What follows belongs to an exercise in optimizing a design on an open flow for small area and a short achievable clock period; a production flow would make more cautious choices.
The RTL was checked by simulation tests, not by an equivalence proof against the original design.
Power figures rest on the tool's default switching activity, not on a simulated workload.

==> inputs of v17 <==
==> flow/design.v <==
module frame_codec (
    input  wire        clk,
    input  wire        rst,           
    input  wire        cmd_valid,
    input  wire [7:0]  cmd_op,
    input  wire [7:0]  cmd_arg,       
    input  wire [63:0] cmd_value,     
    output reg         resp_valid,
    output wire [7:0]  resp_status,
    output wire [63:0] resp_data,
    output reg         pay_valid,
    output reg  [7:0]  pay_byte,
    output wire [15:0] frm_version,
    output wire [15:0] frm_flags,
    output wire [63:0] frm_sequence,
    output wire [63:0] frm_reserved
);
    localparam [1:0] S_HEADER  = 2'd0;
    localparam [1:0] S_PAYLOAD = 2'd1;
    localparam [1:0] S_RESYNC  = 2'd2;
    localparam [1:0] S_CLOSED  = 2'd3;
    function [31:0] crc_t;
        input [7:0] d;
        integer k;
        reg [31:0] a;
        begin
            a = {24'd0, d};
            for (k = 0; k < 8; k = k + 1)
                a = a[0] ? ((a >> 1) ^ 32'hEDB88320) : (a >> 1);
            crc_t = a;
        end
    endfunction
    function [31:0] crc_zeros;
        input [31:0] x;
        input integer n;
        integer k;
        reg [31:0] a;
        begin
            a = x;
            for (k = 0; k < 8 * n; k = k + 1)
                a = a[0] ? ((a >> 1) ^ 32'hEDB88320) : (a >> 1);
            crc_zeros = a;
        end
    endfunction
    reg [31:0] cfg_magic;
    reg [15:0] cfg_ver;
    reg [12:0] cfg_max;           
    reg [31:0] crc_acc;
    reg [1:0]  st;
    reg        chk;               
    reg [12:0] cnt;               
    reg        fresh;             
    reg        err_nz;            
    reg [1:0]  err_lo;
    reg [31:0] rx_crc;            
    reg [31:0] h_magic;
    reg [15:0] h_ver;
    reg [15:0] h_flags;
    reg [63:0] h_seq;
    reg [12:0] h_size;
    reg        h_big;             
    reg [63:0] h_resv;
    reg [31:0] h_crc;
    reg [3:0]  rs;                
    reg        rd_acc, rd_inv, rd_magic, rd_ver, rd_max, rd_cap, rd_st, rd_rem, rd_size;
    wire [7:0] b = cmd_arg;
    wire take = cmd_valid & ~rst;
    wire op_crc_init  = (cmd_op == 8'h01);
    wire op_crc_byte  = (cmd_op == 8'h02);
    wire op_crc_read  = (cmd_op == 8'h04);
    wire op_rx_start  = (cmd_op == 8'h30);
    wire op_rx_byte   = (cmd_op == 8'h31);
    wire op_rx_eos    = (cmd_op == 8'h32);
    wire op_cfg_read  = (cmd_op == 8'h40);
    wire op_cfg_write = (cmd_op == 8'h41);
    wire crc_ok = ((rx_crc ^ 32'hFFFFFFFF) == h_crc);
    wire bad    = chk & ~crc_ok;
    wire [1:0] st_eff = bad ? S_RESYNC : st;
    wire in_hdr = (st == S_HEADER);
    wire in_pay = (st == S_PAYLOAD);
    wire in_rsy = (st == S_RESYNC);
    wire in_cls = (st == S_CLOSED);
    wire [5:0] c6 = cnt[5:0];
    wire zero_b  = in_hdr & (c6[5] == 1'b1);            
    wire last35  = in_hdr & (c6 == 6'd35);
    wire rsy3    = in_rsy & (c6 == 6'd3);
    wire pay_end = (cnt == 13'd1);
    wire [12:0] cnt_dec = cnt - 13'd1;
    wire magic_lo_eq = (h_magic[23:0] == cfg_magic[23:0]);
    wire magic_bad = ~magic_lo_eq | (h_magic[31:24] != cfg_magic[31:24]);
    wire ver_bad   = (h_ver > cfg_ver);
    wire size_bad  = h_big | (h_size > cfg_max);
    wire size_zero = (h_size == 13'd0);
    wire win_match = magic_lo_eq & (b == cfg_magic[31:24]);
    wire [31:0] rx_base = rx_crc | {32{fresh}};
    wire [31:0] rx_step  = {8'h00, rx_base[31:8]} ^ crc_t(rx_base[7:0] ^ (zero_b ? 8'h00 : b));
    wire [31:0] acc_step = {8'h00, crc_acc[31:8]} ^ crc_t(crc_acc[7:0] ^ b);
    wire        rsy_drop = rsy3 & ~win_match;
    wire [31:0] drop_w0  = crc_zeros({24'd0, h_magic[7:0]}, 4) ^
                           crc_zeros(32'hFFFFFFFF, 4) ^ crc_zeros(32'hFFFFFFFF, 3);
    wire [31:0] rx_next  = rx_step ^ (drop_w0 & {32{rsy_drop}});
    wire v_big = (|cmd_value[63:13]) | (cmd_value[12] & (|cmd_value[11:0]));
    wire [12:0] v_max = v_big ? 13'd4096 : cmd_value[12:0];
    wire r_cfg_ok = (cmd_arg[7:2] == 6'd0);                   
    wire r_rd_ok  = r_cfg_ok | (cmd_arg == 8'h04) | (cmd_arg == 8'h10) | (cmd_arg == 8'h11);
    wire cap = in_hdr | (in_rsy & (c6[5:2] == 4'd0) & (c6 != 6'd3));
    always @(posedge clk) begin
        if (cap) begin
            case (c6)
                6'd0:  h_magic[7:0]   <= b;
                6'd1:  h_magic[15:8]  <= b;
                6'd2:  h_magic[23:16] <= b;
                6'd3:  h_magic[31:24] <= b;
                6'd4:  h_ver[7:0]     <= b;
                6'd5:  h_ver[15:8]    <= b;
                6'd6:  h_flags[7:0]   <= b;
                6'd7:  h_flags[15:8]  <= b;
                6'd8:  h_seq[7:0]     <= b;
                6'd9:  h_seq[15:8]    <= b;
                6'd10: h_seq[23:16]   <= b;
                6'd11: h_seq[31:24]   <= b;
                6'd12: h_seq[39:32]   <= b;
                6'd13: h_seq[47:40]   <= b;
                6'd14: h_seq[55:48]   <= b;
                6'd15: h_seq[63:56]   <= b;
                6'd16: h_size[7:0]    <= b;
                6'd17: h_size[12:8]   <= b[4:0];
                6'd24: h_resv[7:0]    <= b;
                6'd25: h_resv[15:8]   <= b;
                6'd26: h_resv[23:16]  <= b;
                6'd27: h_resv[31:24]  <= b;
                6'd28: h_resv[39:32]  <= b;
                6'd29: h_resv[47:40]  <= b;
                6'd30: h_resv[55:48]  <= b;
                6'd31: h_resv[63:56]  <= b;
                6'd32: h_crc[7:0]     <= b;
                6'd33: h_crc[15:8]    <= b;
                6'd34: h_crc[23:16]   <= b;
                6'd35: h_crc[31:24]   <= b;
                default: ;
            endcase
        end
        if (in_hdr && c6 == 6'd17)
            h_big <= |b[7:5];
        if (take && op_rx_byte && in_hdr && c6 >= 6'd18 && c6 <= 6'd23)
            h_big <= h_big | (|b);
        if (take && op_rx_byte && rsy3) begin
            if (win_match)
                h_magic[31:24] <= b;
            else
                h_magic[23:0] <= {b, h_magic[23:8]};
        end
    end
    always @(posedge clk) begin
        chk <= 1'b0;
        if (bad) begin
            st     <= S_RESYNC;
            err_nz <= 1'b1;
            err_lo <= 2'd3;
        end
        resp_valid <= take;
        pay_valid  <= take & op_rx_byte & in_pay;
        pay_byte   <= b;
        rd_acc  <= op_crc_read | (op_cfg_read & cmd_arg == 8'h03);
        rd_inv  <= op_crc_read;
        rd_magic <= op_cfg_read & (cmd_arg == 8'h00);
        rd_ver  <= op_cfg_read & (cmd_arg == 8'h01);
        rd_max  <= op_cfg_read & (cmd_arg == 8'h02);
        rd_cap  <= op_cfg_read & (cmd_arg == 8'h04);
        rd_st   <= op_cfg_read & (cmd_arg == 8'h10);
        rd_rem  <= op_cfg_read & (cmd_arg == 8'h11);
        rd_size <= 1'b0;
        rs <= 4'b1100;
        if (take) begin
            if (op_crc_init) begin
                crc_acc <= 32'hFFFFFFFF;
                rs <= 4'b0000;
            end
            if (op_crc_byte) begin
                crc_acc <= acc_step;
                rs <= 4'b0000;
            end
            if (op_crc_read)
                rs <= 4'b0000;
            if (op_cfg_read)
                rs <= r_rd_ok ? 4'b0000 : 4'b1100;
            if (op_cfg_write) begin
                rs <= r_cfg_ok ? 4'b0000 : 4'b1100;
                if (cmd_arg == 8'h00) cfg_magic <= cmd_value[31:0];
                if (cmd_arg == 8'h01) cfg_ver   <= cmd_value[15:0];
                if (cmd_arg == 8'h02) cfg_max   <= v_max;
                if (cmd_arg == 8'h03) crc_acc   <= cmd_value[31:0];
            end
            if (op_rx_start) begin
                st     <= S_HEADER;
                cnt    <= 13'd0;
                fresh  <= 1'b1;
                err_nz <= 1'b0;
                err_lo <= 2'd0;
                rs     <= 4'b0000;
            end
            if (op_rx_eos) begin
                st  <= S_CLOSED;
                cnt <= 13'd0;
                fresh <= 1'b1;
                rs  <= 4'b1000;
            end
            if (op_rx_byte) begin
                if (!in_cls)
                    rx_crc <= rx_next;
                if (in_cls) begin
                    rs <= 4'b1000;                        
                end else if (in_pay) begin
                    if (pay_end) begin
                        cnt     <= 13'd0;
                        fresh   <= 1'b1;
                        st      <= S_HEADER;
                        chk     <= 1'b1;
                        rs      <= 4'b0011;               
                        rd_size <= 1'b1;
                    end else begin
                        cnt <= cnt_dec;
                        fresh <= 1'b0;
                        rs  <= 4'b0001;                   
                    end
                end else begin
                    rs <= 4'b0001;                        
                    if (rsy3) begin
                        if (win_match) begin
                            cnt <= 13'd4;
                            fresh <= 1'b0;
                            st  <= S_HEADER;
                        end
                    end else if (last35) begin
                        cnt <= 13'd0;
                        fresh <= 1'b1;
                        if (magic_bad) begin
                            st <= S_RESYNC; err_nz <= 1'b1; err_lo <= 2'd0; rs <= 4'b0100;
                        end else if (ver_bad) begin
                            st <= S_RESYNC; err_nz <= 1'b1; err_lo <= 2'd1; rs <= 4'b0101;
                        end else if (size_bad) begin
                            st <= S_RESYNC; err_nz <= 1'b1; err_lo <= 2'd2; rs <= 4'b0110;
                        end else if (!size_zero) begin
                            cnt     <= h_size;
                            fresh   <= 1'b0;
                            st      <= S_PAYLOAD;
                            rs      <= 4'b0010;           
                            rd_size <= 1'b1;
                        end else begin
                            st      <= S_HEADER;
                            chk     <= 1'b1;
                            rs      <= 4'b0011;           
                            rd_size <= 1'b1;
                        end
                    end else begin
                        cnt <= {7'd0, c6 + 6'd1};
                        fresh <= 1'b0;
                    end
                end
            end
        end
        if (rst) begin
            cfg_magic  <= 32'h44535746;
            cfg_ver    <= 16'd1;
            cfg_max    <= 13'd4096;
            crc_acc    <= 32'hFFFFFFFF;
            st         <= S_HEADER;
            chk        <= 1'b0;
            cnt        <= 13'd0;
            fresh      <= 1'b1;
            err_nz     <= 1'b0;
            err_lo     <= 2'd0;
            resp_valid <= 1'b0;
            pay_valid  <= 1'b0;
        end
    end
    assign resp_status = {2'b00, rs[3], rs[2] | bad, 2'b00, rs[1], rs[0]};
    wire [5:0]  hdr_count = in_pay ? 6'd36 : c6;
    wire [21:0] status_view = {hdr_count, 3'b000, err_nz, 2'b00, err_lo, 6'd0, st};
    assign resp_data[63:32] = 32'd0;
    assign resp_data[31:0] =
          ({32{rd_acc}}   & (crc_acc ^ {32{rd_inv}}))
        | ({32{rd_magic}} & cfg_magic)
        | ({32{rd_ver}}   & {16'd0, cfg_ver})
        | ({32{rd_max}}   & {19'd0, cfg_max})
        | ({32{rd_cap}}   & 32'd4096)
        | ({32{rd_st}}    & {10'd0, status_view})
        | ({32{rd_rem & in_pay}} & {19'd0, cnt})
        | ({32{rd_size}}  & {19'd0, h_size});
    assign frm_version  = h_ver;
    assign frm_flags    = h_flags;
    assign frm_sequence = h_seq;
    assign frm_reserved = h_resv;
endmodule
==> flow/run.sh <==
#!/bin/bash
# synth_recipe.tcl (not shown) runs the flow's synth.tcl, then flattens the netlist and writes it again
# the make line also repeats each setting of config.mk as NAME=value (left out here)
make -C /OpenROAD-flow-scripts/flow DESIGN_CONFIG=/design/flow/config.mk WORK_HOME=/design/flow/orfs CLKGATE_MAP_FILE= SYNTH_SCRIPT=/design/flow/synth_recipe.tcl finish
==> flow/config.mk <==
export PLATFORM = sky130hd
export DESIGN_NAME = frame_codec
export DESIGN_NICKNAME = frame_codec
export VERILOG_FILES = /design/flow/design.v
export SDC_FILE = /design/flow/constraint.sdc
export NUM_CORES = 4
export LEC_CHECK = 0
export CAP_MARGIN = 20
export CORE_MARGIN = 2
export CORE_UTILIZATION = 40
export CTS_BUF_LIST = sky130_fd_sc_hd__clkbuf_4 sky130_fd_sc_hd__clkbuf_8
export SETUP_SLACK_MARGIN = 2.0
export SLEW_MARGIN = 20
==> flow/constraint.sdc <==
create_clock -name core_clock -period 5.0 [get_ports {clk}]
set_input_delay 1.0000 -clock core_clock [delete_from_list [all_inputs] [get_ports {clk}]]
set_output_delay 1.0000 -clock core_clock [all_outputs]
set_load 0.01 [all_outputs]
==> v12 (differences from v17) <==
--- a/flow/config.mk
+++ b/flow/config.mk
@@ -10,4 +10,2 @@
 export CORE_UTILIZATION = 40
-export CTS_BUF_LIST = sky130_fd_sc_hd__clkbuf_4 sky130_fd_sc_hd__clkbuf_8
-export SETUP_SLACK_MARGIN = 2.0
 export SLEW_MARGIN = 20
==> results.txt <==
|  | v17 | v12 |
|---|---|---|
| Achievable clock frequency | 294 MHz | 235 MHz |
| Wire length of the first global-routing pass | 106000 um | 102000 um |
| Wire length on met3 | 6020 um | 5300 um |
| Area after detailed placement | 23700 um^2 | 23500 um^2 |
| Power consumed by combinational cells | 1.36 mW | 1.33 mW |
| Portion of total power attributed to the clock network | 38.9% | 40.9% |
| Result of the run | timing/DRC/antenna clean | timing/DRC/antenna clean |
| ClkCell Share | 5.81% | 6.30% |
| Post-CTS Setup Bufs | 36 | 0 |
| Insertion delay of the later-clocked pin in the worst-skew pair | 0.67 ns | 0.60 ns |
| Worst IR Drop VDD | 0.166 mV | 0.282 mV |
| Met1 layer usage reported by global route | 36.8% | 35.4% |
| Share of layout cells above drive strength 1 | 16.8% | 7.58% |
| Crit-path slowest cell | edfxtp_1 | nor2b_1 |
| Internal power of the cells | 6.09 mW | 6.34 mW |
| Source of the critical timing path | rx_crc[14] | st[1] |
| Setup repair after global routing missed its margin | yes | no |
| Final setup margin | 1.60 ns | 0.744 ns |
| Total detailed-routing wirelength | 71800 um | 68500 um |
| Routed length per placed instance | 24.1 um | 23.8 um |
| Total area of multi-input combinational cells | 9370 um^2 | 8870 um^2 |
| Instance count on the critical path | 6 | 5 |

[afterwards: timing with drivers on the ports]
No port has a modelled driver above. Below, the same layouts with a new extraction and two added sets of constraints. Step 1 (the two cells are an assumption about what drives the block):
set clk [get_ports {clk}]
set_driving_cell -lib_cell sky130_fd_sc_hd__clkbuf_16 $clk
set_driving_cell -lib_cell sky130_fd_sc_hd__buf_2 [delete_from_list [all_inputs] $clk]
Step 2, shift: input delay + t, output delay - t, t = (earliest + latest rising clock arrival at the registers) / 2. This alone moves slack from input paths to output paths. Three values: ideal, step 1, step 2; two values: the first two.
run	t (ns)	setup WS [ns]	clock arrival spread, ns	slew at the worst register clock pin (ns)
v17	0.710	1.598 / 1.543 / 1.284	0.038 / 0.038	0.07 / 0.07
v12	0.645	0.744 / 0.685 / 0.667	0.033 / 0.032	0.07 / 0.07
After both steps every run listed still meets setup and hold. For v17, which loses most, drivers alone change the setup slack by -0.055 ns; drivers and shift together by -0.314 ns.
